Source: an optimization exercise on an open RTL-to-GDS flow (aim: small area, a short achievable clock period and few clock cycles). Production flows keep margins and buffers that such runs may drop.
In this exercise RTL edits were held to simulation tests only and were not proved equivalent to the original.
Power is estimated from default activity; no workload was simulated.

--- flow/run.sh ---
#!/bin/bash
# synth_recipe.tcl (not shown) runs the flow's synth.tcl, then flattens the netlist and writes it again
# the make line also repeats each setting of config.mk as NAME=value (left out here)
make -C /OpenROAD-flow-scripts/flow DESIGN_CONFIG=/design/flow/config.mk WORK_HOME=/design/flow/orfs CLKGATE_MAP_FILE= SYNTH_SCRIPT=/design/flow/synth_recipe.tcl finish
--- flow/config.mk ---
export PLATFORM = sky130hd
export DESIGN_NAME = tta_decode
export DESIGN_NICKNAME = tta_decode
export VERILOG_FILES = /design/flow/design.v
export SDC_FILE = /design/flow/constraint.sdc
export NUM_CORES = 4
export LEC_CHECK = 0
export CAP_MARGIN = 20
export CORE_MARGIN = 2
export CORE_UTILIZATION = 40
export SETUP_SLACK_MARGIN = 5
export SLEW_MARGIN = 20
--- flow/constraint.sdc ---
create_clock -name core_clock -period 16.0 [get_ports {clk}]
set_input_delay 3.2000 -clock core_clock [delete_from_list [all_inputs] [get_ports {clk}]]
set_output_delay 3.2000 -clock core_clock [all_outputs]
set_load 0.01 [all_outputs]
--- flow/design.v ---
module tta_decode #(
    parameter MAX_NCH = 2   
) (
    input  wire        clk,
    input  wire        rst,         
    input  wire        cmd_valid,
    output wire        cmd_ready,
    input  wire [31:0] cmd_data,
    output reg         in_ready,
    input  wire        in_valid,
    input  wire        in_err,
    input  wire [7:0]  in_data,
    output reg         out_valid,
    input  wire        out_ready,
    output reg  [7:0]  out_data,
    output reg         out_raw,
    input  wire [7:0]  reg_addr,
    output reg  [31:0] reg_rdata
);
    localparam L = 8;
    localparam [1:0] PH_IDLE = 2'd0, PH_DEC = 2'd1, PH_FEND = 2'd2, PH_HALT = 2'd3;
    localparam [3:0] OP_NOP = 4'h0, OP_NCH = 4'h1, OP_BPS = 4'h2, OP_FMT = 4'h3,
                     OP_KEY = 4'h4, OP_FLEN = 4'h5, OP_FINIT = 4'h6, OP_DSAMP = 4'h7,
                     OP_DSTEP = 4'h8, OP_DFRAME = 4'h9, OP_VERIFY = 4'hA, OP_RAW = 4'hB,
                     OP_RDRST = 4'hC, OP_SRST = 4'hF;
    localparam [1:0] M_SAMPLE = 2'd0, M_STEP = 2'd1, M_FRAME = 2'd2;
    reg [1:0]  nch;         
    reg [4:0]  bps;         
    reg [1:0]  fmt;
    reg [27:0] flen;
    reg [7:0]  key [0:L-1];
    reg [7:0]  keymask;
    reg [1:0]  phase;
    reg        ch;
    reg [27:0] pos;
    reg [31:0] crc;
    reg [31:0] crc_calc, crc_stored;
    reg [31:0] count;
    reg        crc_ok, crc_err;
    reg        err_cmd, err_cfg, err_io;
    reg [28:0] k0   [0:1];
    reg [28:0] k1   [0:1];
    reg [31:0] sum0 [0:1];
    reg [31:0] sum1 [0:1];
    reg [29:0] coef [0:2*L-1];
    reg [31:0] hist [0:2*L-1];
    reg [31:0] prev [0:1];
    reg [31:0] cache[0:1];
    reg        busy;        
    reg [1:0]  mode;
    reg [27:0] steps_left;  
    reg        halt_pend;   
    reg        rd_go;       
    reg        rd_first;    
    reg        rd_sfx;      
    reg        lvl;         
    reg [31:0] u;           
    reg [31:0] sfx;         
    reg [28:0] rem;         
    reg [5:0]  sfx_i;       
    reg [6:0]  bc;          
    reg [2:0]  bn;          
    reg        f1_v, f1_ch;
    reg        f2_v, f2_ch;
    reg [31:0] f2_r;
    reg        em_act, em_ch;
    reg [1:0]  em_b;
    reg        vf_act;
    reg [1:0]  vbyte;
    reg [31:0] vcalc;
    reg        raw_rd, raw_wr;
    reg [7:0]  raw_byte;
    reg [1:0]  mac_ok;      
    reg [1:0]  mac_req;
    reg        mac_act, mac_ch, mac_slow, mac_h, mac_first;
    reg [1:0]  mac_p;
    reg [31:0] acc [0:1];
    reg [31:0] mac_s, mac_c;    
    reg        cpa_v, cpa_ch;   
    integer i, c, ia, ib, ic, id, ie, ir, cr;
    function [31:0] crc_step(input [31:0] crc_in, input [7:0] b);
        integer j;
        reg [31:0] x;
        begin
            x = crc_in ^ {24'd0, b};
            for (j = 0; j < 8; j = j + 1)
                x = x[0] ? ((x >> 1) ^ 32'hEDB88320) : (x >> 1);
            crc_step = x;
        end
    endfunction
    function [31:0] wmark(input [32:0] k);
        begin
            if (k >= 33'd27) wmark = 32'h80000000;
            else             wmark = 32'd1 << (k[4:0] + 5'd4);
        end
    endfunction
    function [31:0] inc32(input [31:0] v);
        integer j;
        reg t;
        begin
            t = 1'b1;
            for (j = 0; j < 32; j = j + 1) begin
                inc32[j] = v[j] ^ t;
                t = t & v[j];
            end
        end
    endfunction
    function [31:0] dec32(input [31:0] v);
        integer j;
        reg t;
        begin
            t = 1'b1;
            for (j = 0; j < 32; j = j + 1) begin
                dec32[j] = v[j] ^ t;
                t = t & !v[j];
            end
        end
    endfunction
    function [29:0] pm1(input [29:0] v, input up);
        integer j;
        reg t;
        begin
            t = 1'b1;
            for (j = 0; j < 30; j = j + 1) begin
                pm1[j] = v[j] ^ t;
                t = t & (v[j] == up);
            end
        end
    endfunction
    function [31:0] shl32(input [31:0] v, input [31:0] n);
        begin
            if (n[31:5] != 27'd0) shl32 = 32'd0;
            else         shl32 = v << n[4:0];
        end
    endfunction
    function [31:0] tdiv2(input [31:0] v);
        begin
            tdiv2 = $signed(v + {31'd0, v[31]}) >>> 1;
        end
    endfunction
    wire        bps16   = (bps == 5'd16);
    wire [3:0]  shift   = bps16 ? 4'd9 : 4'd10;
    wire [1:0]  depth   = bps16 ? 2'd2 : 2'd3;
    wire        bps_ok  = bps[4] && (bps[3:0] <= 4'd8);
    wire        key_ok  = (keymask == 8'hFF);
    wire        cfg_ok  = (nch == 2'd1 || nch == 2'd2) && bps_ok &&
                          (fmt == 2'd1 || fmt == 2'd2) && (flen != 28'd0) &&
                          (fmt == 2'd1 || key_ok);
    wire        lastc   = (nch != 2'd2);           
    wire        rd_last = ch || lastc;
    wire [31:0] pos_i32 = inc32({4'd0, pos});
    wire [27:0] pos_inc = pos_i32[27:0];
    wire        pos_end = (pos_inc == flen);
    wire [31:0] sl_d32  = dec32({4'd0, steps_left});
    wire [27:0] sl_dec  = sl_d32[27:0];
    wire [3:0]  op      = cmd_data[31:28];
    reg         cmd_legal;
    always @* begin
        case (op)
            OP_NOP, OP_FINIT, OP_DSAMP, OP_DFRAME, OP_VERIFY, OP_RDRST, OP_SRST:
                cmd_legal = (cmd_data[27:0] == 28'd0);
            OP_FMT:  cmd_legal = (cmd_data[27:2] == 26'd0);
            OP_NCH:  cmd_legal = (cmd_data[27:4] == 24'd0);
            OP_BPS:  cmd_legal = (cmd_data[27:6] == 22'd0);
            OP_KEY:  cmd_legal = (cmd_data[27:11] == 17'd0);
            OP_FLEN, OP_DSTEP, OP_RAW: cmd_legal = 1'b1;
            default: cmd_legal = 1'b0;
        endcase
    end
    reg phase_ok;
    always @* begin
        case (op)
            OP_NOP, OP_FINIT, OP_RDRST: phase_ok = (phase != PH_HALT);
            OP_NCH, OP_BPS, OP_FMT, OP_KEY, OP_FLEN, OP_RAW: phase_ok = (phase == PH_IDLE);
            OP_DSAMP, OP_DSTEP: phase_ok = (phase == PH_DEC);
            OP_DFRAME: phase_ok = (phase == PH_DEC) || (phase == PH_FEND);
            OP_VERIFY: phase_ok = (phase == PH_IDLE) || (phase == PH_FEND);
            default:   phase_ok = 1'b1;
        endcase
    end
    assign cmd_ready = !busy;
    wire cmd_take = !busy && cmd_valid;
    wire do_srst  = cmd_take && cmd_legal && op == OP_SRST;
    wire [23:0] emit_word = cache[em_ch][23:0];
    wire [7:0]  emit_byte = (em_b == 2'd0) ? emit_word[7:0] :
                            (em_b == 2'd1) ? emit_word[15:8] : emit_word[23:16];
    wire        em_bl     = (em_b == depth - 2'd1);          
    wire        em_lastch = em_ch || lastc;
    wire        em_fin    = em_act && em_bl && em_lastch && out_ready;
    wire        em_c0fin  = em_act && !em_ch && em_bl && out_ready;
    wire        f2_last = f2_ch || lastc;
    wire        em_free = f2_last ? (!em_act || em_fin)
                                  : (!em_act || em_ch || em_c0fin);
    wire        f2_fire = f2_v && mac_ok[f2_ch] && em_free;
    wire        f1_fire = f1_v && (!f2_v || f2_fire);
    wire [31:0] f2_acc  = acc[f2_ch];
    wire [31:0] f2_prev = prev[f2_ch];
    wire [31:0] flt_p   = $signed(f2_acc) >>> shift;
    wire [31:0] flt_y   = f2_r + flt_p;
    wire [31:0] prd_m   = (f2_prev << 5) - f2_prev;
    wire [31:0] prd_t   = $signed(prd_m) >>> 5;
    wire [31:0] prd_x   = f2_r + flt_p + prd_t;
    wire [31:0] dc_t    = tdiv2(cache[0]);
    wire [31:0] dc_d    = cache[0] - dc_t;
    wire [31:0] dec1    = prd_x + dc_t;
    wire [31:0] dec0    = prd_x - dc_d;
    wire        r_nz    = (f2_r != 32'd0);
    reg        hz     [0:2*L-1];
    reg [31:0] cf_new [0:L-1];
    reg [31:0] cf_sel;
    reg        hs_sel;
    always @* begin
        for (ie = 0; ie < 2*L; ie = ie + 1)
            hz[ie] = (hist[ie] != 32'd0);
        for (ie = 0; ie < L; ie = ie + 1) begin
            cf_sel = f2_ch ? {{2{coef[L+ie][29]}}, coef[L+ie]} : {{2{coef[ie][29]}}, coef[ie]};
            hs_sel = f2_ch ? hist[L+ie][31] : hist[ie][31];
            cf_new[ie] = (f2_r[31] == hs_sel) ? cf_sel + 32'd1 : cf_sel - 32'd1;
        end
    end
    function [31:0] lomask(input [31:0] k, input [2:0] add);
        reg [4:0] e;
        begin
            e = k[4:0] + {2'd0, add};
            if (k[31:5] != 27'd0 || {1'b0, k[4:0]} + {3'd0, add} > 6'd31) lomask = 32'h7FFFFFFF;
            else                           lomask = ~(32'hFFFFFFFF << e);
        end
    endfunction
    function [31:0] kadapt(input [31:0] k, input [31:0] s);
        reg [31:0] m4, m5;
        reg        lt, gt;
        begin
            m4 = lomask(k, 3'd4);
            m5 = lomask(k, 3'd5);
            lt = ((s & ~m4) == 32'd0);
            gt = ((s & ~{m5[30:0], 1'b1}) != 32'd0) ||
                 (((s & ~m5) != 32'd0) && ((s & m5) != 32'd0));
            if (k != 32'd0 && lt) kadapt = dec32(k);
            else if (gt)          kadapt = inc32(k);
            else                  kadapt = k;
        end
    endfunction
    reg [31:0] ad_a, ad_v, ad_sum1, ad_k1, ad_sum0, ad_k0, ad_r;
    reg [30:0] ad_t;
    reg [31:0] ad_p0;
    always @* begin
        ad_k1   = k1[f1_ch];
        ad_sum1 = sum1[f1_ch];
        ad_p0 = lvl ? shl32(32'd1, k0[f1_ch]) : 32'd0;
        ad_a    = lvl ? (shl32(u, k1[f1_ch]) | sfx) : sfx;
        ad_v    = ad_a + ad_p0;
        if (lvl) begin
            ad_sum1 = sum1[f1_ch] - (sum1[f1_ch] >> 4) + ad_a;
            ad_k1   = kadapt(k1[f1_ch], ad_sum1);
        end
        ad_sum0 = sum0[f1_ch] - (sum0[f1_ch] >> 4) + ad_p0 + ad_a;
        ad_k0   = kadapt(k0[f1_ch], ad_sum0);
        ad_t    = (ad_v[0] ? ad_v[31:1] : ~ad_v[31:1]) + 31'd1;
        ad_r    = {ad_t[30], ad_t};
    end
    wire        rd_en   = rd_go && !(f1_v && (!f1_fire || f1_ch == ch));
    wire        sfx_cur = !rd_first && rd_sfx;
    wire [31:0] u_cur   = rd_first ? 32'hFFFFFFFF : u;
    wire        u_nz    = (u_cur != 32'hFFFFFFFF);
    wire [31:0] sfx_v   = rd_first ? 32'd0 : sfx;
    wire [31:0] k0c     = k0[ch];
    wire [31:0] k1c     = k1[ch];
    reg        cz_f;
    reg [2:0]  cz;
    always @* begin
        cz_f = 1'b0;
        cz   = 3'd0;
        for (ia = 6; ia >= 0; ia = ia - 1)
            if (ia < bn && !bcm[ia]) begin
                cz_f = 1'b1;
                cz   = ia;
            end
    end
    wire        c_lvl   = u_nz || (cz != 3'd0);
    wire [31:0] c_k     = c_lvl ? k1c : k0c;
    wire [2:0]  c_avail = bn - cz - 3'd1;
    wire        fetch   = sfx_cur ? (rem[28:3] != 26'd0 || rem[2:0] > bn)
                                  : (!cz_f || c_k[31:3] != 29'd0 || c_k[2:0] > c_avail);
    wire        src_ok  = in_valid && !in_err;
    wire        rd_step = rd_en && (!fetch || src_ok);
    wire        rd_fail = rd_en && fetch && in_err;
    wire [6:0]  bcm = bc & ~(7'h7F << bn);
    wire [14:0] win = {8'd0, bcm} | ({7'd0, in_data} << bn);
    wire [3:0]  wn  = {1'b0, bn} + 4'd8;
    reg        wz_f;
    reg [3:0]  wz;
    always @* begin
        wz_f = 1'b0;
        wz   = 4'd0;
        for (ib = 14; ib >= 0; ib = ib - 1)
            if (ib < wn && !win[ib]) begin
                wz_f = 1'b1;
                wz   = ib;
            end
    end
    reg        n_done, n_sfx, n_lvl;
    reg [31:0] n_u, n_sfxv, n_rem;
    reg [5:0]  n_sfx_i;
    reg [6:0]  n_bc;
    reg [2:0]  n_bn;
    reg [31:0] w_k;
    reg [3:0]  w_avail;
    reg [14:0] w_sh;
    reg [3:0]  w_t;
    reg [14:0] w_bits;
    reg [6:0]  w_sh6;
    always @* begin
        n_done  = 1'b0;
        n_sfx   = sfx_cur;
        n_lvl   = lvl;
        n_u     = u_cur;
        n_sfxv  = sfx_v;
        n_rem   = rem;
        n_sfx_i = rd_first ? 6'd0 : sfx_i;
        n_bc    = 7'd0;
        n_bn    = 3'd0;
        w_k     = 32'd0;
        w_avail = 4'd0;
        w_sh    = 15'd0;
        w_t     = 4'd0;
        w_bits  = 15'd0;
        w_sh6   = 7'd0;
        if (!sfx_cur) begin
            n_u = u_cur + {28'd0, wz_f ? wz : wn};
            if (wz_f) begin
                n_lvl   = u_nz || (wz != 4'd0);
                w_k     = n_lvl ? k1c : k0c;
                w_avail = wn - wz - 4'd1;
                w_sh    = win >> (wz + 4'd1);
                if (w_k[31:4] == 28'd0 && w_k[3:0] <= w_avail) begin
                    n_done = 1'b1;
                    n_sfxv = {17'd0, w_sh & ~(15'h7FFF << w_k[3:0])};
                    w_sh6  = w_sh >> w_k[3:0];
                    n_bc   = w_sh6;
                    n_bn   = w_avail[2:0] - w_k[2:0];
                end else begin
                    n_sfx   = 1'b1;
                    n_sfxv  = {17'd0, w_sh};
                    n_sfx_i = {2'd0, w_avail};
                    n_rem   = w_k - {28'd0, w_avail};
                end
            end
        end else begin
            if (rem[28:4] == 25'd0 && rem[3:0] <= wn) begin
                w_t    = rem[3:0];
                n_done = 1'b1;
                w_sh6  = win >> rem[3:0];
                n_bc   = w_sh6;
                n_bn   = wn[2:0] - rem[2:0];
            end else begin
                w_t    = wn;
            end
            w_bits  = win & ~(15'h7FFF << w_t);
            if (!sfx_i[5])
                n_sfxv = sfx_v | ({17'd0, w_bits} << sfx_i[4:0]);
            n_sfx_i = ({1'b0, sfx_i} + {3'd0, w_t} > 7'd32) ? 6'd32 : sfx_i + {2'd0, w_t};
            n_rem   = rem - {28'd0, w_t};
        end
    end
    function [31:0] brow(input [31:0] h, input [2:0] t);
        begin
            case (t)
                3'b001, 3'b010: brow = h;
                3'b011:         brow = h << 1;
                3'b100:         brow = ~(h << 1);
                3'b101, 3'b110: brow = ~h;
                default:        brow = 32'd0;
            endcase
        end
    endfunction
    function bneg(input [2:0] t);
        begin
            bneg = (t == 3'b100) || (t == 3'b101) || (t == 3'b110);
        end
    endfunction
    reg        fits0, fits1;
    always @* begin
        fits0 = 1'b1;
        fits1 = 1'b1;
        for (ic = 0; ic < L; ic = ic + 1) begin
            if (coef[ic][29:9] != {21{coef[ic][29]}})     fits0 = 1'b0;
            if (coef[L+ic][29:9] != {21{coef[L+ic][29]}}) fits1 = 1'b0;
        end
    end
    wire        mch      = mac_ch;
    wire        m_h      = mac_h;
    wire [1:0]  m_p      = mac_p;
    wire        m_fits   = mch ? fits1 : fits0;
    wire [31:0] m_base_s = mac_first ? 32'd0 : (mac_slow && !m_h) ? (mac_s << 10) : mac_s;
    wire [31:0] m_base_c = mac_first ? 32'd0 : (mac_slow && !m_h) ? (mac_c << 10) : mac_c;
    wire        m_done   = mac_act && m_h && (!mac_slow || m_p == 2'd0);
    wire        m_retry  = mac_act && mac_first && !mac_slow && !m_fits;
    wire [1:0]  m_req    = mac_req | {f2_fire && f2_ch, f2_fire && !f2_ch};
    reg [31:0] m_h_op [0:3];
    reg [10:0] m_w    [0:3];
    reg [31:0] m_cext;
    reg [31:0] m_c_op [0:3];
    always @* begin
        for (id = 0; id < 4; id = id + 1) begin
            m_h_op[id] = hist[{mch, m_h, 2'd0} + id];
            m_cext     = {{2{coef[{mch, m_h, 2'd0} + id][29]}}, coef[{mch, m_h, 2'd0} + id]};
            m_c_op[id] = m_cext;
            case (m_p)
                2'd0: m_w[id] = {m_cext[9:0], 1'b0};
                2'd1: m_w[id] = m_cext[19:9];
                default: m_w[id] = m_cext[29:19];
            endcase
        end
    end
    wire [31:0] m_op0 = m_base_s;
    wire [31:0] m_op1 = m_base_c;
    wire [31:0] m_op2 = (brow(m_h_op[0], m_w[0][2:0]));
    wire [31:0] m_op3 = (brow(m_h_op[0], m_w[0][4:2]) << 2);
    wire [31:0] m_op4 = (brow(m_h_op[0], m_w[0][6:4]) << 4);
    wire [31:0] m_op5 = (brow(m_h_op[0], m_w[0][8:6]) << 6);
    wire [31:0] m_op6 = (brow(m_h_op[0], m_w[0][10:8]) << 8);
    wire [31:0] m_op7 = (brow(m_h_op[1], m_w[1][2:0]));
    wire [31:0] m_op8 = (brow(m_h_op[1], m_w[1][4:2]) << 2);
    wire [31:0] m_op9 = (brow(m_h_op[1], m_w[1][6:4]) << 4);
    wire [31:0] m_op10 = (brow(m_h_op[1], m_w[1][8:6]) << 6);
    wire [31:0] m_op11 = (brow(m_h_op[1], m_w[1][10:8]) << 8);
    wire [31:0] m_op12 = (brow(m_h_op[2], m_w[2][2:0]));
    wire [31:0] m_op13 = (brow(m_h_op[2], m_w[2][4:2]) << 2);
    wire [31:0] m_op14 = (brow(m_h_op[2], m_w[2][6:4]) << 4);
    wire [31:0] m_op15 = (brow(m_h_op[2], m_w[2][8:6]) << 6);
    wire [31:0] m_op16 = (brow(m_h_op[2], m_w[2][10:8]) << 8);
    wire [31:0] m_op17 = (brow(m_h_op[3], m_w[3][2:0]));
    wire [31:0] m_op18 = (brow(m_h_op[3], m_w[3][4:2]) << 2);
    wire [31:0] m_op19 = (brow(m_h_op[3], m_w[3][6:4]) << 4);
    wire [31:0] m_op20 = (brow(m_h_op[3], m_w[3][8:6]) << 6);
    wire [31:0] m_op21 = (brow(m_h_op[3], m_w[3][10:8]) << 8);
    wire [31:0] m_op22 = {23'd0, bneg(m_w[0][10:8]), 1'b0, bneg(m_w[0][8:6]), 1'b0, bneg(m_w[0][6:4]), 1'b0, bneg(m_w[0][4:2]), 1'b0, bneg(m_w[0][2:0])};
    wire [31:0] m_op23 = {23'd0, bneg(m_w[1][10:8]), 1'b0, bneg(m_w[1][8:6]), 1'b0, bneg(m_w[1][6:4]), 1'b0, bneg(m_w[1][4:2]), 1'b0, bneg(m_w[1][2:0])};
    wire [31:0] m_op24 = {23'd0, bneg(m_w[2][10:8]), 1'b0, bneg(m_w[2][8:6]), 1'b0, bneg(m_w[2][6:4]), 1'b0, bneg(m_w[2][4:2]), 1'b0, bneg(m_w[2][2:0])};
    wire [31:0] m_op25 = {23'd0, bneg(m_w[3][10:8]), 1'b0, bneg(m_w[3][8:6]), 1'b0, bneg(m_w[3][6:4]), 1'b0, bneg(m_w[3][4:2]), 1'b0, bneg(m_w[3][2:0])};
    wire [31:0] m_l0_0s = m_op0 ^ m_op1 ^ m_op2;
    wire [31:0] m_l0_0c = {((m_op0[30:0] & m_op1[30:0]) | (m_op0[30:0] & m_op2[30:0]) | (m_op1[30:0] & m_op2[30:0])), 1'b0};
    wire [31:0] m_l0_1s = m_op3 ^ m_op4 ^ m_op5;
    wire [31:0] m_l0_1c = {((m_op3[30:0] & m_op4[30:0]) | (m_op3[30:0] & m_op5[30:0]) | (m_op4[30:0] & m_op5[30:0])), 1'b0};
    wire [31:0] m_l0_2s = m_op6 ^ m_op7 ^ m_op8;
    wire [31:0] m_l0_2c = {((m_op6[30:0] & m_op7[30:0]) | (m_op6[30:0] & m_op8[30:0]) | (m_op7[30:0] & m_op8[30:0])), 1'b0};
    wire [31:0] m_l0_3s = m_op9 ^ m_op10 ^ m_op11;
    wire [31:0] m_l0_3c = {((m_op9[30:0] & m_op10[30:0]) | (m_op9[30:0] & m_op11[30:0]) | (m_op10[30:0] & m_op11[30:0])), 1'b0};
    wire [31:0] m_l0_4s = m_op12 ^ m_op13 ^ m_op14;
    wire [31:0] m_l0_4c = {((m_op12[30:0] & m_op13[30:0]) | (m_op12[30:0] & m_op14[30:0]) | (m_op13[30:0] & m_op14[30:0])), 1'b0};
    wire [31:0] m_l0_5s = m_op15 ^ m_op16 ^ m_op17;
    wire [31:0] m_l0_5c = {((m_op15[30:0] & m_op16[30:0]) | (m_op15[30:0] & m_op17[30:0]) | (m_op16[30:0] & m_op17[30:0])), 1'b0};
    wire [31:0] m_l0_6s = m_op18 ^ m_op19 ^ m_op20;
    wire [31:0] m_l0_6c = {((m_op18[30:0] & m_op19[30:0]) | (m_op18[30:0] & m_op20[30:0]) | (m_op19[30:0] & m_op20[30:0])), 1'b0};
    wire [31:0] m_l0_7s = m_op21 ^ m_op22 ^ m_op23;
    wire [31:0] m_l0_7c = {((m_op21[30:0] & m_op22[30:0]) | (m_op21[30:0] & m_op23[30:0]) | (m_op22[30:0] & m_op23[30:0])), 1'b0};
    wire [31:0] m_l1_0s = m_l0_0s ^ m_l0_0c ^ m_l0_1s;
    wire [31:0] m_l1_0c = {((m_l0_0s[30:0] & m_l0_0c[30:0]) | (m_l0_0s[30:0] & m_l0_1s[30:0]) | (m_l0_0c[30:0] & m_l0_1s[30:0])), 1'b0};
    wire [31:0] m_l1_1s = m_l0_1c ^ m_l0_2s ^ m_l0_2c;
    wire [31:0] m_l1_1c = {((m_l0_1c[30:0] & m_l0_2s[30:0]) | (m_l0_1c[30:0] & m_l0_2c[30:0]) | (m_l0_2s[30:0] & m_l0_2c[30:0])), 1'b0};
    wire [31:0] m_l1_2s = m_l0_3s ^ m_l0_3c ^ m_l0_4s;
    wire [31:0] m_l1_2c = {((m_l0_3s[30:0] & m_l0_3c[30:0]) | (m_l0_3s[30:0] & m_l0_4s[30:0]) | (m_l0_3c[30:0] & m_l0_4s[30:0])), 1'b0};
    wire [31:0] m_l1_3s = m_l0_4c ^ m_l0_5s ^ m_l0_5c;
    wire [31:0] m_l1_3c = {((m_l0_4c[30:0] & m_l0_5s[30:0]) | (m_l0_4c[30:0] & m_l0_5c[30:0]) | (m_l0_5s[30:0] & m_l0_5c[30:0])), 1'b0};
    wire [31:0] m_l1_4s = m_l0_6s ^ m_l0_6c ^ m_l0_7s;
    wire [31:0] m_l1_4c = {((m_l0_6s[30:0] & m_l0_6c[30:0]) | (m_l0_6s[30:0] & m_l0_7s[30:0]) | (m_l0_6c[30:0] & m_l0_7s[30:0])), 1'b0};
    wire [31:0] m_l1_5s = m_l0_7c ^ m_op24 ^ m_op25;
    wire [31:0] m_l1_5c = {((m_l0_7c[30:0] & m_op24[30:0]) | (m_l0_7c[30:0] & m_op25[30:0]) | (m_op24[30:0] & m_op25[30:0])), 1'b0};
    wire [31:0] m_l2_0s = m_l1_0s ^ m_l1_0c ^ m_l1_1s;
    wire [31:0] m_l2_0c = {((m_l1_0s[30:0] & m_l1_0c[30:0]) | (m_l1_0s[30:0] & m_l1_1s[30:0]) | (m_l1_0c[30:0] & m_l1_1s[30:0])), 1'b0};
    wire [31:0] m_l2_1s = m_l1_1c ^ m_l1_2s ^ m_l1_2c;
    wire [31:0] m_l2_1c = {((m_l1_1c[30:0] & m_l1_2s[30:0]) | (m_l1_1c[30:0] & m_l1_2c[30:0]) | (m_l1_2s[30:0] & m_l1_2c[30:0])), 1'b0};
    wire [31:0] m_l2_2s = m_l1_3s ^ m_l1_3c ^ m_l1_4s;
    wire [31:0] m_l2_2c = {((m_l1_3s[30:0] & m_l1_3c[30:0]) | (m_l1_3s[30:0] & m_l1_4s[30:0]) | (m_l1_3c[30:0] & m_l1_4s[30:0])), 1'b0};
    wire [31:0] m_l2_3s = m_l1_4c ^ m_l1_5s ^ m_l1_5c;
    wire [31:0] m_l2_3c = {((m_l1_4c[30:0] & m_l1_5s[30:0]) | (m_l1_4c[30:0] & m_l1_5c[30:0]) | (m_l1_5s[30:0] & m_l1_5c[30:0])), 1'b0};
    wire [31:0] m_l3_0s = m_l2_0s ^ m_l2_0c ^ m_l2_1s;
    wire [31:0] m_l3_0c = {((m_l2_0s[30:0] & m_l2_0c[30:0]) | (m_l2_0s[30:0] & m_l2_1s[30:0]) | (m_l2_0c[30:0] & m_l2_1s[30:0])), 1'b0};
    wire [31:0] m_l3_1s = m_l2_1c ^ m_l2_2s ^ m_l2_2c;
    wire [31:0] m_l3_1c = {((m_l2_1c[30:0] & m_l2_2s[30:0]) | (m_l2_1c[30:0] & m_l2_2c[30:0]) | (m_l2_2s[30:0] & m_l2_2c[30:0])), 1'b0};
    wire [31:0] m_l4_0s = m_l3_0s ^ m_l3_0c ^ m_l3_1s;
    wire [31:0] m_l4_0c = {((m_l3_0s[30:0] & m_l3_0c[30:0]) | (m_l3_0s[30:0] & m_l3_1s[30:0]) | (m_l3_0c[30:0] & m_l3_1s[30:0])), 1'b0};
    wire [31:0] m_l4_1s = m_l3_1c ^ m_l2_3s ^ m_l2_3c;
    wire [31:0] m_l4_1c = {((m_l3_1c[30:0] & m_l2_3s[30:0]) | (m_l3_1c[30:0] & m_l2_3c[30:0]) | (m_l2_3s[30:0] & m_l2_3c[30:0])), 1'b0};
    wire [31:0] m_l5_0s = m_l4_0s ^ m_l4_0c ^ m_l4_1s;
    wire [31:0] m_l5_0c = {((m_l4_0s[30:0] & m_l4_0c[30:0]) | (m_l4_0s[30:0] & m_l4_1s[30:0]) | (m_l4_0c[30:0] & m_l4_1s[30:0])), 1'b0};
    wire [31:0] m_l6_0s = m_l5_0s ^ m_l5_0c ^ m_l4_1c;
    wire [31:0] m_l6_0c = {((m_l5_0s[30:0] & m_l5_0c[30:0]) | (m_l5_0s[30:0] & m_l4_1c[30:0]) | (m_l5_0c[30:0] & m_l4_1c[30:0])), 1'b0};
    wire [31:0] m_cs_s = m_l6_0s;
    wire [31:0] m_cs_c = m_l6_0c;
    always @* begin
        in_ready  = (rd_en && fetch) || vf_act || raw_rd;
        out_valid = em_act || raw_wr;
        out_raw   = raw_wr;
        out_data  = raw_wr ? raw_byte : emit_byte;
    end
    wire consume = in_ready && in_valid && !in_err;
    always @(posedge clk) begin
        if (rst || do_srst) begin
            nch <= 2'd0; bps <= 5'd0; fmt <= 2'd0; flen <= 28'd0;
            for (i = 0; i < L; i = i + 1) key[i] <= 8'd0;
            keymask <= 8'd0;
            phase <= PH_IDLE; ch <= 1'b0; pos <= 28'd0;
            crc <= 32'hFFFFFFFF; bc <= 7'd0; bn <= 3'd0;
            crc_calc <= 32'd0; crc_stored <= 32'd0; count <= 32'd0;
            crc_ok <= 1'b0; crc_err <= 1'b0;
            err_cmd <= 1'b0; err_cfg <= 1'b0; err_io <= 1'b0;
            busy <= 1'b0; halt_pend <= 1'b0;
            rd_go <= 1'b0; rd_first <= 1'b1; rd_sfx <= 1'b0;
            f1_v <= 1'b0; f2_v <= 1'b0;
            em_act <= 1'b0; vf_act <= 1'b0; raw_rd <= 1'b0; raw_wr <= 1'b0;
            mac_ok <= 2'b00; mac_req <= 2'b00; mac_act <= 1'b0; cpa_v <= 1'b0;
        end else begin
            if (consume) begin
                crc   <= crc_step(crc, in_data);
                count <= inc32(count);
            end
            cpa_v <= 1'b0;
            if (cpa_v) begin
                acc[cpa_ch]    <= mac_s + mac_c;
                mac_ok[cpa_ch] <= 1'b1;
            end
            if (mac_act) begin
                mac_s <= m_cs_s;
                mac_c <= m_cs_c;
                mac_first <= 1'b0;
                if (m_retry) begin
                    mac_slow  <= 1'b1;
                    mac_first <= 1'b1;
                    mac_p     <= 2'd2;
                    mac_h     <= 1'b0;
                end else if (m_done) begin
                    mac_act <= 1'b0;
                    cpa_v   <= 1'b1;
                    cpa_ch  <= mch;
                end else begin
                    mac_h <= !m_h;
                    if (m_h) mac_p <= m_p - 2'd1;
                end
            end
            if (em_act && out_ready) begin
                if (em_bl) begin
                    em_b <= 2'd0;
                    if (em_lastch) em_act <= 1'b0;
                    else           em_ch  <= 1'b1;
                end else begin
                    em_b <= em_b + 2'd1;
                end
            end
            if (f2_fire) begin
                if (r_nz)
                    for (i = 0; i < L; i = i + 1)
                        if (hist[f2_ch*L+i] != 32'd0)
                            coef[f2_ch*L+i] <= pm1(coef[f2_ch*L+i], f2_r[31] == hist[f2_ch*L+i][31]);
                for (i = 0; i < L - 1; i = i + 1)
                    hist[f2_ch*L+i] <= hist[f2_ch*L+i+1];
                hist[f2_ch*L+L-1] <= flt_y;
                prev[f2_ch] <= prd_x;
                if (f2_last) begin
                    if (lastc) begin
                        cache[0] <= prd_x;
                    end else begin
                        cache[1] <= dec1;
                        cache[0] <= dec0;
                    end
                    em_act <= 1'b1;
                    em_ch  <= 1'b0;
                    em_b   <= 2'd0;
                end else begin
                    cache[f2_ch] <= prd_x;
                end
                mac_ok[f2_ch]  <= 1'b0;
                mac_req[f2_ch] <= 1'b1;
                f2_v <= 1'b0;
            end
            if ((!mac_act || m_done) && m_req != 2'b00) begin
                mac_act   <= 1'b1;
                mac_ch    <= !m_req[0];
                mac_req   <= m_req & {m_req[0], 1'b0};
                mac_first <= 1'b1;
                mac_slow  <= 1'b0;
                mac_h     <= 1'b0;
                mac_p     <= 2'd0;
            end
            if (f1_fire) begin
                k0[f1_ch]   <= ad_k0;
                sum0[f1_ch] <= ad_sum0;
                k1[f1_ch]   <= ad_k1;
                sum1[f1_ch] <= ad_sum1;
                f2_r  <= ad_r;
                f2_ch <= f1_ch;
                f2_v  <= 1'b1;
                f1_v  <= 1'b0;
            end
            if (rd_fail) begin
                rd_go     <= 1'b0;
                halt_pend <= 1'b1;
            end else if (rd_step) begin
                rd_first <= 1'b0;
                rd_sfx   <= n_sfx;
                lvl      <= n_lvl;
                u        <= n_u;
                sfx      <= n_sfxv;
                rem      <= n_rem;
                sfx_i    <= n_sfx_i;
                bc       <= n_bc;
                bn       <= n_bn;
                if (n_done) begin
                    rd_first <= 1'b1;
                    rd_sfx   <= 1'b0;
                    f1_v     <= 1'b1;
                    f1_ch    <= ch;
                    if (rd_last) begin
                        ch  <= 1'b0;
                        pos <= pos_inc;
                        if (pos_end) phase <= PH_FEND;
                        if (mode == M_STEP) steps_left <= sl_dec;
                        case (mode)
                            M_SAMPLE: rd_go <= 1'b0;
                            M_STEP:   rd_go <= (steps_left != 28'd1) && !pos_end;
                            default:
                                if (pos_end) begin
                                    rd_go  <= 1'b0;
                                    vf_act <= 1'b1;
                                    vbyte  <= 2'd0;
                                end
                        endcase
                    end else begin
                        ch <= 1'b1;
                        if (mode == M_SAMPLE) rd_go <= 1'b0;
                    end
                end
            end
            if (vf_act) begin
                if (vbyte == 2'd0) vcalc <= ~crc;
                if (in_err) begin
                    vf_act    <= 1'b0;
                    halt_pend <= 1'b1;
                end else if (in_valid) begin
                    crc_stored[vbyte*8 +: 8] <= in_data;
                    vbyte <= vbyte + 2'd1;
                    if (vbyte == 2'd3) begin
                        crc_calc <= vcalc;
                        crc_ok   <= (vcalc == {in_data, crc_stored[23:0]});
                        crc_err  <= (vcalc != {in_data, crc_stored[23:0]});
                        crc      <= 32'hFFFFFFFF;
                        bc       <= 7'd0;
                        bn       <= 3'd0;
                        phase    <= PH_IDLE;
                        vf_act   <= 1'b0;
                    end
                end
            end
            if (raw_rd) begin
                if (in_err) begin
                    raw_rd    <= 1'b0;
                    halt_pend <= 1'b1;
                end else if (in_valid) begin
                    raw_byte <= in_data;
                    raw_rd   <= 1'b0;
                    raw_wr   <= 1'b1;
                end
            end
            if (raw_wr && out_ready) begin
                steps_left <= sl_dec;
                raw_wr     <= 1'b0;
                if (steps_left != 28'd1) raw_rd <= 1'b1;
            end
            if (busy && !rd_go && !f1_v && !f2_v && !em_act && !vf_act && !raw_rd && !raw_wr) begin
                busy <= 1'b0;
                if (halt_pend) begin
                    halt_pend <= 1'b0;
                    err_io    <= 1'b1;
                    phase     <= PH_HALT;
                end
            end
            if (cmd_take) begin
                if (!cmd_legal || phase == PH_HALT || !phase_ok) begin
                    err_cmd <= 1'b1;
                end else begin
                    case (op)
                    OP_NCH:
                        if (cmd_data[3:0] >= 4'd1 && cmd_data[3:0] <= 4'd2) nch <= cmd_data[1:0];
                        else err_cfg <= 1'b1;
                    OP_BPS:
                        if (cmd_data[5:0] >= 6'd16 && cmd_data[5:0] <= 6'd24) bps <= cmd_data[4:0];
                        else err_cfg <= 1'b1;
                    OP_FMT:
                        if (cmd_data[1:0] == 2'd1) begin
                            fmt <= 2'd1;
                            for (i = 0; i < L; i = i + 1) key[i] <= 8'd0;
                            keymask <= 8'd0;
                        end else if (cmd_data[1:0] == 2'd2) begin
                            fmt <= 2'd2;
                        end else begin
                            err_cfg <= 1'b1;
                        end
                    OP_KEY: begin
                        key[cmd_data[10:8]]     <= cmd_data[7:0];
                        keymask[cmd_data[10:8]] <= 1'b1;
                    end
                    OP_FLEN:
                        if (cmd_data[27:0] != 28'd0) flen <= cmd_data[27:0];
                        else err_cfg <= 1'b1;
                    OP_FINIT:
                        if (!cfg_ok) begin
                            err_cfg <= 1'b1;
                        end else begin
                            for (c = 0; c < 2; c = c + 1) begin
                                k0[c]   <= 32'd10;
                                k1[c]   <= 32'd10;
                                sum0[c] <= 32'd16384;
                                sum1[c] <= 32'd16384;
                                prev[c] <= 32'd0;
                                cache[c] <= 32'd0;
                                acc[c]  <= 32'd0;
                                for (i = 0; i < L; i = i + 1) begin
                                    hist[c*L+i] <= 32'd0;
                                    coef[c*L+i] <= (fmt == 2'd2) ? {{24{key[i][7]}}, key[i]} : 32'd0;
                                end
                            end
                            mac_ok <= 2'b11; mac_req <= 2'b00; mac_act <= 1'b0; cpa_v <= 1'b0;
                            pos <= 28'd0; ch <= 1'b0; count <= 32'd0;
                            crc <= 32'hFFFFFFFF; bc <= 7'd0; bn <= 3'd0;
                            crc_ok <= 1'b0; crc_err <= 1'b0;
                            phase <= PH_DEC;
                        end
                    OP_DSAMP: begin
                        busy <= 1'b1; mode <= M_SAMPLE; rd_go <= 1'b1; rd_first <= 1'b1;
                    end
                    OP_DSTEP:
                        if (cmd_data[27:0] != 28'd0) begin
                            busy <= 1'b1; mode <= M_STEP; rd_go <= 1'b1; rd_first <= 1'b1;
                            steps_left <= cmd_data[27:0];
                        end
                    OP_DFRAME: begin
                        busy <= 1'b1; mode <= M_FRAME;
                        if (phase == PH_FEND) begin
                            vf_act <= 1'b1;
                            vbyte  <= 2'd0;
                        end else begin
                            rd_go <= 1'b1; rd_first <= 1'b1;
                        end
                    end
                    OP_VERIFY: begin
                        busy <= 1'b1; vf_act <= 1'b1; vbyte <= 2'd0;
                    end
                    OP_RAW:
                        if (cmd_data[27:0] != 28'd0) begin
                            busy <= 1'b1; raw_rd <= 1'b1;
                            steps_left <= cmd_data[27:0];
                        end
                    OP_RDRST: begin
                        crc <= 32'hFFFFFFFF; bc <= 7'd0; bn <= 3'd0;
                        count <= 32'd0;
                        crc_ok <= 1'b0; crc_err <= 1'b0;
                        pos <= 28'd0; ch <= 1'b0;
                        phase <= PH_IDLE;
                    end
                    default: ;   
                    endcase
                end
            end
        end
    end
    always @* begin
        reg_rdata = 32'd0;
        case (reg_addr)
            8'h00: reg_rdata = {24'd0, key_ok, err_io, err_cfg, err_cmd, crc_err, crc_ok, phase};
            8'h01: reg_rdata = {30'd0, nch};
            8'h02: reg_rdata = {27'd0, bps};
            8'h03: reg_rdata = {30'd0, fmt};
            8'h04: reg_rdata = {4'd0, flen};
            8'h05: reg_rdata = {4'd0, pos};
            8'h06: reg_rdata = {31'd0, ch};
            8'h07: reg_rdata = count;
            8'h08: reg_rdata = crc;
            8'h09: reg_rdata = crc_calc;
            8'h0A: reg_rdata = crc_stored;
            8'h0B: reg_rdata = (bps == 5'd0) ? 32'd0 : {30'd0, depth};
            8'h0C: reg_rdata = bps_ok ? {28'd0, shift} : 32'd0;
            8'h10: reg_rdata = cache[0];
            8'h11: reg_rdata = cache[1];
            8'h40: reg_rdata = k0[0];
            8'h41: reg_rdata = k1[0];
            8'h42: reg_rdata = sum0[0];
            8'h43: reg_rdata = sum1[0];
            8'h44: reg_rdata = prev[0];
            8'h60: reg_rdata = k0[1];
            8'h61: reg_rdata = k1[1];
            8'h62: reg_rdata = sum0[1];
            8'h63: reg_rdata = sum1[1];
            8'h64: reg_rdata = prev[1];
            default: ;
        endcase
        for (cr = 0; cr < 2; cr = cr + 1)
            for (ir = 0; ir < L; ir = ir + 1) begin
                if (reg_addr == 8'h48 + 8'h20*cr + ir) reg_rdata = {{2{coef[cr*L+ir][29]}}, coef[cr*L+ir]};
                if (reg_addr == 8'h50 + 8'h20*cr + ir) reg_rdata = hist[cr*L+ir];
            end
    end
endmodule
==> impl_metrics.json <==
{
  "outcome": "complete, no violations",
  "use_met1_pct": 64.4,
  "first_iter_violations": 32000,
  "top_usage_layer": "met1",
  "end_kind": "primary output",
  "required_ns": 12.80,
  "cts_hold_buf": 0,
  "cts_root_buf": "clkbuf_16",
  "cts_tree": "built",
  "drt_pass1_iterations": 10,
  "clk_latency_ns": 1.05,
  "io_buffers": 97,
  "grt_max_degree": 163,
  "gr-total-overflow": 0,
  "drive_gt1_share_pct": 10.7,
  "yosysUniqueCellTypes": 110,
  "numCtsBuffers": 244,
  "place_hpwl_um": 840000,
  "synth_edf_count": 885,
  "synth_ff_type": "dfxtp_1",
  "fillerInstances": 41200,
  "cp-start-kind": "primary input",
  "avgSynthCellArea_um2": 8.55,
  "ys_seq_elements": 1990,
  "leakage_nw": 70.6,
  "dieHeight_um": 651,
  "wirelength_um": 1070000,
  "synth_seq_area_share_pct": 29.1,
  "gp_congestion": 1.11,
  "r2r_cells": 29,
  "cts_max_level": 4,
  "worstPathArrival_ns": 8.06,
  "viasPerCell": 6.90,
  "min_path_type": "register to register",
  "hold_violations": 0,
  "yosysWarnings": 6,
  "vias": 173000,
  "fin_crit_ns": 11.26,
  "fin_util_pct": 44.8,
  "relSlewSlack_pct": 8.67,
  "grt_use_met3_pct": 23.1,
  "fin_nets": 20500,
  "powerDensity_nw_per_um2": 65.7,
  "dp_slack_ns": 2.85,
  "timing.fmax_ghz": 0.0888,
  "coreArea_um2": 417000,
  "worst_slack_ns": 4.74,
  "drv_slew": 0,
  "syn_inst": 19600,
  "netlist_top_cells_area": "edfxtp_1 (16%), dfxtp_1 (13%), fa_1 (8.0%)",
  "worstPathMaxFanout": 32,
  "io_pins": 98,
  "worstSetupPathType": "primary input to primary output",
  "grt_pass1_vias": 152000,
  "syn_nets": 20900,
  "finalNonFillerCells": 25000,
  "clock_path_buffers": 4,
  "syn-cell-area_um2": 167000,
  "worst_pin_slew_ns": 1.36,
  "place_inst": 24400,
  "antenna_found_initial": 231,
  "rows": 237,
  "synth_top_area_share_pct": 15.9,
  "rsz0062_at_grt": "true",
  "fin_crit_sh_pct": 70.3,
  "dieArea_um2": 424000,
  "synth-async-reset-ratio_pct": 0,
  "wl_per_cell_um": 42.9,
  "drv_cap": 0,
  "clk_pin_slew_worst_paths_ns": 0.06,
  "hold_path_depth": 2,
  "start_util_pct": 40.2,
  "grt_pass1_wl_um": 1410000,
  "track_usage_pct": 48.8,
  "yosysTopAreaCell": "edfxtp_1",
  "antenna_left": 0,
  "remaining_drc_errors": 0,
  "vdd_ir_drop_max_mv": 0.0991,
  "total_power_mw": 12.3,
  "met2_usage_pct": 63.0,
  "finalSetupViolations": 0,
  "dieWidth_um": 651,
  "final.setup.tns_ns": 0,
  "fin_skew_ns": 0.122,
  "cts_sinks": 1990,
  "areaGrowthSynthToFinish_pct": 11.6
}
per-layer routing:
layer,up-vias,share of wire (%)
met1,86600,39
li1,69900,-
met2,13600,38
met3,2692,16
met4,68,7.4
met5,-,0.063
flip-flops by register name (all words and copies together), names as in the netlist, 64 cells and up, named ones only:
signal  count
hist      512
coef      480
cache      64
key        64
prev       64
sum0       64
sum1       64
final timing paths:
| kind | startpoint | end | slack, ns |
|---|---|---|---|
| max | reg_addr[0] | reg_rdata[23] | 4.74 |
| min | crc_calc[11] | crc_calc[11] | 0.46 |
| max reg2reg | register | k0[0][3] | 5.08 |
| min reg2reg | crc_calc[11] | crc_calc[11] | 0.46 |
through the flow:
| stage | cell area (um^2) | hold slack [ns] |
|---|---|---|
| 6_report | 187000 | 0.457 |
| 2_1_floorplan | 167000 | 0.406 |
| 3_5_place_dp | 176000 | 0.447 |
| 5_1_grt | 186000 | 0.473 |
| 4_1_cts | 186000 | 0.455 |
| 3_3_place_gp | 176000 | 0.442 |
synth_stat cells (173+ instances only):
cell type	count
a221o_1	188
o22ai_1	331
nor3_1	461
a211oi_1	200
clkbuf_1	1137
mux2i_1	462
nor4_1	321
xnor2_1	977
fa_1	671
nand3_1	366
mux4_2	343
nand2_1	2771
a21oi_1	1689
a22oi_1	344
dfxtp_1	1105
inv_1	1020
edfxtp_1	885
o221ai_1	173
xor2_1	516
nor2_1	1484
a31oi_1	196
buf_1	236
ha_1	631
o21ai_0	841
power breakdown:
part           internal [mW]  switching (mW)  leakage (nW)
Clock                   3.44            2.62          4.09
Sequential              5.30          0.0153          17.1
Combinational          0.311           0.576          49.4
Total                   9.05            3.21          70.6
final cells by class:
cell class	count	area, um^2	share of cell area [%]
Clock inverter	134	1590	0.849
Antenna cell	170	425	0.228
Sequential cell	1990	48700	26.1
Multi-Input combinational cell	15100	111000	59.7
Timing Repair Buffer	818	7040	3.77
Inverter	1033	3880	2.08
Tap cell	5497	6880	3.68
Clock buffer	324	6820	3.65
logic make-up after synthesis:
logic type / share of synthesized area [%]
buffers and inverters: 5.79
muxes: 8.35
adders and majority gates: 12.7
xor gates and xnor gates: 7.84
AOI/OAI and AO/OA: 19.3
DFF: 29.1
and+or+nand+nor: 16.8
cell usage in the layout (no fill, tap or decap), types with 627 or more instances in the layout:
cell,n
o21ai_0,800
buf_4,665
nand2_1,2747
fa_1,671
a21oi_1,1666
nor2_1,1436
ha_1,627
edfxtp_1,885
dfxtp_1,1101
xnor2_1,939
inv_1,1018
critical path, stage by stage:
cell	delay [ns]
buf_4	0.18
clkbuf_16	0.21
and4b_2	0.25
buf_6	0.23
a22o_1	0.27
a221oi_1	0.70
o22ai_1	0.33
a2111oi_4	0.47
o211ai_1	0.18
o21ai_1	0.34
nand3_1	0.30
o21ai_0	0.14
nand4_1	0.38
o21ai_0	0.19
nand2_1	0.14
clkdlybuf4s50_1	0.52
what timing repair did:
item / in CTS / in global routing
cloned: 5 / 3
setup endpoints to repair: 33 / 230
pin swaps: 30 / 22
resized for setup: 205 / 64
setup buffers: 24 / 4
Testbench counts, summed over its fixed seeds: cycles 23,498.

## port drivers added, routing unchanged
The results above use ideal ports. As a check the final layout listed here was re-extracted and re-timed, cells and wires unchanged. Step 1: set_driving_cell puts a clkbuf_16 on clk and a buf_2 on each other input, an assumption about the parent block. Step 2, shift: input delay + t, output delay - t, t = (earliest + latest rising clock arrival at the registers) / 2. This alone moves slack from input paths to output paths. Three values: ideal ports, drivers, drivers and shift; two values: the first two.
t (ns): 1.119
setup slack, ns: 4.745 / 4.663 / 4.397
clock arrival spread, ns: 0.134 / 0.134
worst register clock-pin slew, ns: 0.09 / 0.09
pins driven straight from the clock port: 1
After both steps setup and hold are still met in this run. The setup slack of this run moves by -0.082 ns with the drivers and by -0.348 ns with both steps.
